Source: an optimization exercise on an open RTL-to-GDS flow (aim: small area, a short achievable clock period and few clock cycles). Production flows keep margins and buffers that such runs may drop.
In this exercise RTL edits were held to simulation tests only and were not proved equivalent to the original.

**config.mk**
```make
export PLATFORM = sky130hd
export DESIGN_NAME = vpha_hash
export DESIGN_NICKNAME = vpha_hash
export VERILOG_FILES = /design/flow/design.v
export SDC_FILE = /design/flow/constraint.sdc
export NUM_CORES = 4
export LEC_CHECK = 0
export CAP_MARGIN = 20
export CORE_MARGIN = 2
export CORE_UTILIZATION = 40
export SLEW_MARGIN = 20
```
**constraint.sdc**
```tcl
create_clock -name core_clock -period 12.0 [get_ports {clk}]
set_input_delay 2.4000 -clock core_clock [delete_from_list [all_inputs] [get_ports {clk}]]
set_output_delay 2.4000 -clock core_clock [all_outputs]
set_load 0.01 [all_outputs]
```
**design.v**
```verilog
module vpha_hash (
    input  wire         clk,
    input  wire         rst,        
    input  wire         start,      
    input  wire [31:0]  len,        
    output reg          busy,
    output reg          done,
    output reg  [31:0]  result,
    output reg          rd_req,
    output reg  [31:0]  rd_addr,    
    output reg  [5:0]   rd_len,     
    input  wire         rd_ready,
    input  wire         rd_valid,
    input  wire [255:0] rd_data     
);
    localparam [31:0] CARRY = 32'h7DD7BC01;    
    function [31:0] coeff;
        input [4:0] p;
        begin
            case (p)
                5'd0:  coeff = 32'h88303FDF;
                5'd1:  coeff = 32'h14E8C841;
                5'd2:  coeff = 32'h00ACAB9F;
                5'd3:  coeff = 32'h294FE481;
                5'd4:  coeff = 32'hF0D1075F;
                5'd5:  coeff = 32'h395110C1;
                5'd6:  coeff = 32'h01D9531F;
                5'd7:  coeff = 32'h84304D01;
                5'd8:  coeff = 32'hFC018EDF;
                5'd9:  coeff = 32'h4A319941;
                5'd10: coeff = 32'h8685BA9F;
                5'd11: coeff = 32'h0C98F581;
                5'd12: coeff = 32'hE7A1D65F;
                5'd13: coeff = 32'hCDAA61C1;
                5'd14: coeff = 32'hC491E21F;
                5'd15: coeff = 32'h50A9DE01;
                5'd16: coeff = 32'hE191DDDF;
                5'd17: coeff = 32'h59DB6A41;
                5'd18: coeff = 32'hE1DDC99F;
                5'd19: coeff = 32'hEE830681;
                5'd20: coeff = 32'h07B1A55F;
                5'd21: coeff = 32'h94E4B2C1;
                5'd22: coeff = 32'hF449711F;
                5'd23: coeff = 32'h94446F01;
                5'd24: coeff = 32'h67E12CDF;
                5'd25: coeff = 32'h34E63B41;
                5'd26: coeff = 32'h01B4D89F;
                5'd27: coeff = 32'h000E1781;
                5'd28: coeff = 32'h0000745F;
                5'd29: coeff = 32'h000003C1;
                5'd30: coeff = 32'h0000001F;
                default: coeff = 32'h00000001;
            endcase
        end
    endfunction
    localparam [2:0] S_IDLE  = 3'd0,
                     S_INIT  = 3'd1,    
                     S_BLOOP = 3'd2,    
                     S_BWAIT = 3'd3,    
                     S_TLOOP = 3'd4,    
                     S_TWAIT = 3'd5;    
    reg [2:0]  state;
    reg [31:0] src_len;
    reg [31:0] offset;
    reg [1:0]  g;                  
    reg [31:0] h [0:31];           
    reg [31:0] sh;                 
    reg [31:0] h_next [0:7];
    integer i;
    always @(*) begin
        for (i = 0; i < 8; i = i + 1)
            h_next[i] = h[{g, i[2:0]}] * CARRY
                      + {24'd0, rd_data[8*i +: 8]} * coeff({g, i[2:0]});
    end
    reg [31:0] h_sum;
    integer k;
    always @(*) begin
        h_sum = 32'd0;
        for (k = 0; k < 32; k = k + 1)
            h_sum = h_sum + h[k];
    end
    wire [32:0] blk_end  = {1'b0, offset} + 33'd32;
    wire        blk_left = (blk_end <= {1'b0, src_len});
    wire        byte_left = (offset < src_len);
    integer j;
    always @(posedge clk) begin
        if (rst) begin
            state   <= S_IDLE;
            busy    <= 1'b0;
            done    <= 1'b0;
            rd_req  <= 1'b0;
            rd_addr <= 32'd0;
            rd_len  <= 6'd0;
            offset  <= 32'd0;
            src_len <= 32'd0;
            g       <= 2'd0;
        end else begin
            case (state)
                S_IDLE: begin
                    if (start) begin
                        src_len <= len;
                        busy    <= 1'b1;
                        done    <= 1'b0;
                        state   <= S_INIT;
                    end
                end
                S_INIT: begin
                    for (j = 0; j < 32; j = j + 1)
                        h[j] <= (j == 0) ? 32'd1 : 32'd0;
                    sh     <= 32'd0;
                    offset <= 32'd0;
                    g      <= 2'd0;
                    state  <= S_BLOOP;
                end
                S_BLOOP: begin
                    if (blk_left) begin
                        rd_req  <= 1'b1;
                        rd_addr <= offset + {27'd0, g, 3'd0};
                        rd_len  <= 6'd8;
                        state   <= S_BWAIT;
                    end else begin
                        sh    <= h_sum;            
                        state <= S_TLOOP;
                    end
                end
                S_BWAIT: begin
                    if (rd_req && rd_ready)
                        rd_req <= 1'b0;
                    if (rd_valid) begin
                        for (j = 0; j < 8; j = j + 1)
                            h[{g, j[2:0]}] <= h_next[j];
                        g <= g + 2'd1;
                        if (g == 2'd3)
                            offset <= offset + 32'd32;
                        state <= S_BLOOP;
                    end
                end
                S_TLOOP: begin
                    if (byte_left) begin
                        rd_req  <= 1'b1;
                        rd_addr <= offset;
                        rd_len  <= 6'd1;
                        state   <= S_TWAIT;
                    end else begin
                        result <= sh;              
                        busy   <= 1'b0;
                        done   <= 1'b1;
                        state  <= S_IDLE;
                    end
                end
                S_TWAIT: begin
                    if (rd_req && rd_ready)
                        rd_req <= 1'b0;
                    if (rd_valid) begin
                        sh     <= sh * 32'd31 + {24'd0, rd_data[7:0]};
                        offset <= offset + 32'd1;
                        state  <= S_TLOOP;
                    end
                end
                default: state <= S_IDLE;
            endcase
        end
    end
endmodule
```
**run.sh**
```bash
#!/bin/bash
# synth_recipe.tcl (not shown) runs the flow's synth.tcl, then flattens the netlist and writes it again
# the make line also repeats each setting of config.mk as NAME=value (left out here)
make -C /OpenROAD-flow-scripts/flow DESIGN_CONFIG=/design/flow/config.mk WORK_HOME=/design/flow/orfs CLKGATE_MAP_FILE= SYNTH_SCRIPT=/design/flow/synth_recipe.tcl finish
```
==> results.ini <==
[setup_path]
cp_top_family=adder cells
path_class=in -> reg
worstSetupEndpointType=flop
crit_arrival_ps=10710
critPathSlowestCell=clkdlybuf4s50_1
required_ps=12540
critPathMaxFanout=10
crit_top_cell=fa_1
path_depth=26
crit_buf_inv=6
cp_slowest_stage_delay_ps=870
rr_worst_depth=30
critPathLaunchType=primary input

[timing]
max-slew-margin-rel_pct=15.0
worst_slack_ps=1830
rsz0062_at_grt=no
setup_viol=0
hold_viol_final=0
fin_crit_ps=10170
whs_ps=455
fmax_mhz=98.3
finalSetupTns_ps=0
fin_skew_ps=60.7
drv_slew=0
tightest_slew_ps=1270
fin_crit_sh_pct=84.8

[place]
post_dp_cell_area_um2=184000
portBuffers=169
place.gp.congestion=1.00
hpwl_mm=483
detailedPlace.worstSlack_ps=1050

[floorplanning]
die_area_um2=441000
fp.coreArea_um2=434000
initial_core_util_pct=40.2
ios=366
die_y_um=664
floorplan.rows=242
die_x_um=664

[detailed_routing]
via_count=113000
routed_wl_mm=561
firstDrtPassIters=5
ant_nets=0
wl_per_cell_um=25.6
vias_per_cell=5.14
drtIter0Drc=10900
drc=0

[finish]
drive_gt1_share_pct=4.29
fin_nets=21700
fin_area_um2=188000
area_delta_synth_final_pct=7.74
n_fill_cell=41700

[global_route]
grt_max_degree=122
grt-ovfl-total=0
antenna_found_initial=22
grt_pass1_wl_mm=828
track_usage_pct=25.9
grt_pass1_vias=120000

[clock_tree]
cts_tree=built
ctsResizeCount=0
htreeDepth=4
clk_pin_slew_ps=60
insertion_delay_ps=830
clock_sinks=1196
clk_path_buf_depth=4
cts_setup_buffers=0
cts_inserted_buffers=140
clock-root-buffer=clkbuf_16
holdBufCountCts=0

[yosys]
yosysUniqueCellTypes=93
netlist_area_um2=174000
synth-seq-cells=1196
synth_seq_area_share_pct=20.0
synth_top_area_cell=fa_1
ys.flop_type=edfxtp_1
synthTopCellsByArea=fa_1, edfxtp_1, ha_1
avgSynthCellArea_um2=10.9
synthTopCellsByCount=inv_1, fa_1, ha_1, nor2_1, edfxtp_1
synth_cells=16000
ys_async_sr_fraction_pct=0
yosysTopAreaCellShare_pct=37.4
yosys.cell_count.top_type=inv_1
synth_edf_count=1088
yosysWarnings=2

[hold_path]
hold_class=reg -> reg
min_delay_path_depth=2

[flow_run]
max_cap_violations=0

[run_status]
status=finished clean

cells by family after synthesis:
kind of cell	after synthesis	share of synthesized area [%]
and+or+nand+nor	2427	6.37
adders and majority gates	5277	51.9
buffers and inverters	5074	11.0
AOI/OAI and AO/OA	948	3.55
DFF	1196	20.0
other	1	0.00215
muxes	263	3.35
xor gates and xnor gates	777	3.91
layer usage:
layer,track usage [%],part of all wire [%],up-vias
met5,0,0.013,-
li1,-,-,49200
met2,39.5,44,4461
met3,4.61,8.5,628
met4,11.2,5.4,12
met1,36.2,42,58700
through the flow:
step / utilization, % / std cells
floorplan: - / 16000
global placement: 42.3 / 21700
detailed placement: 42.3 / 21700
CTS: 43.3 / 21900
global route: 43.3 / 21900
finish: 43.3 / 22000
placed cells by master, fill, tap and decap left out, types with 102 or more instances in the layout:
| master | netlist | layout |
|---|---|---|
| inv_1 | 4744 | 4744 |
| dfxtp_1 | 108 | 105 |
| a21o_1 | 146 | 146 |
| and3_1 | 155 | 155 |
| nand2_1 | 347 | 338 |
| clkbuf_16 | 0 | 142 |
| xor2_1 | 222 | 219 |
| nor2b_1 | 102 | 102 |
| and2_1 | 239 | 238 |
| ha_1 | 2016 | 2009 |
| xnor2_1 | 554 | 550 |
| a21oi_1 | 293 | 292 |
| o21ai_0 | 149 | 147 |
| edfxtp_1 | 1088 | 1088 |
| mux4_2 | 256 | 256 |
| buf_4 | 7 | 145 |
| nor2_1 | 1219 | 1214 |
| clkdlybuf4s50_1 | 0 | 168 |
| fa_1 | 3261 | 3261 |
worst min-delay path: stages (launching register included):
cell and delay (ps):
dfxtp_1 310, nand2_1 50, a21oi_1 50
path summary, 6_finish.rpt:
| kind | to | start | slack (ps) |
|---|---|---|---|
| min reg2reg | src_len[26] | src_len[26] | 460 |
| min | src_len[26] | src_len[26] | 460 |
| max | h[18][31] | rd_data[17] | 1830 |
| max reg2reg | h[4][25] | g[0] | 1980 |
area by class of cell:
class | count | area (um2) | area share [%]
multi-input cells | 9697 | 121000 | 64.2
diodes | 16 | 40.0 | 0.0213
flip-flops and latches | 1196 | 34800 | 18.5
clock buffers | 170 | 3680 | 1.96
well taps | 5734 | 7170 | 3.82
inverters | 4746 | 17800 | 9.48
repair buffers | 327 | 3050 | 1.62
clock inverters | 71 | 581 | 0.309
state kept, by name (all words and copies together) (netlist names), named ones only:
signal   flops
state        3
busy         1
src_len     32
sh          32
rd_len       2
done         1
g            2
result      32
offset      32
rd_req       1
h         1024
rd_addr     32
Testbench counts, summed over its fixed seeds: cycles 81,095.

## re-timing with driven ports
The flow's constraints put no driver on any port. The routed layout listed below was extracted and timed again, unchanged, in two steps. Step 1 sets driving cells, clkbuf_16 on the clock port and buf_2 on the other inputs (assumed; they add their load-dependent delay and slew). Step 2 also shifts input and output timing later by t, the mid clock arrival at the registers, as if the neighbouring blocks saw the same clock. Slacks: ideal / step 1 / step 2; pairs: ideal / step 1.
shift t [ns]: 0.887
setup slack, ns: 1.829 / 1.855 / 0.968
latest minus earliest clock arrival (ns): 0.073 / 0.072
worst slew at a driven data input, ns: 0.12
After both steps setup and hold are still met in this run. The setup slack of this run moves by +0.026 ns with the drivers and by -0.861 ns with both steps.
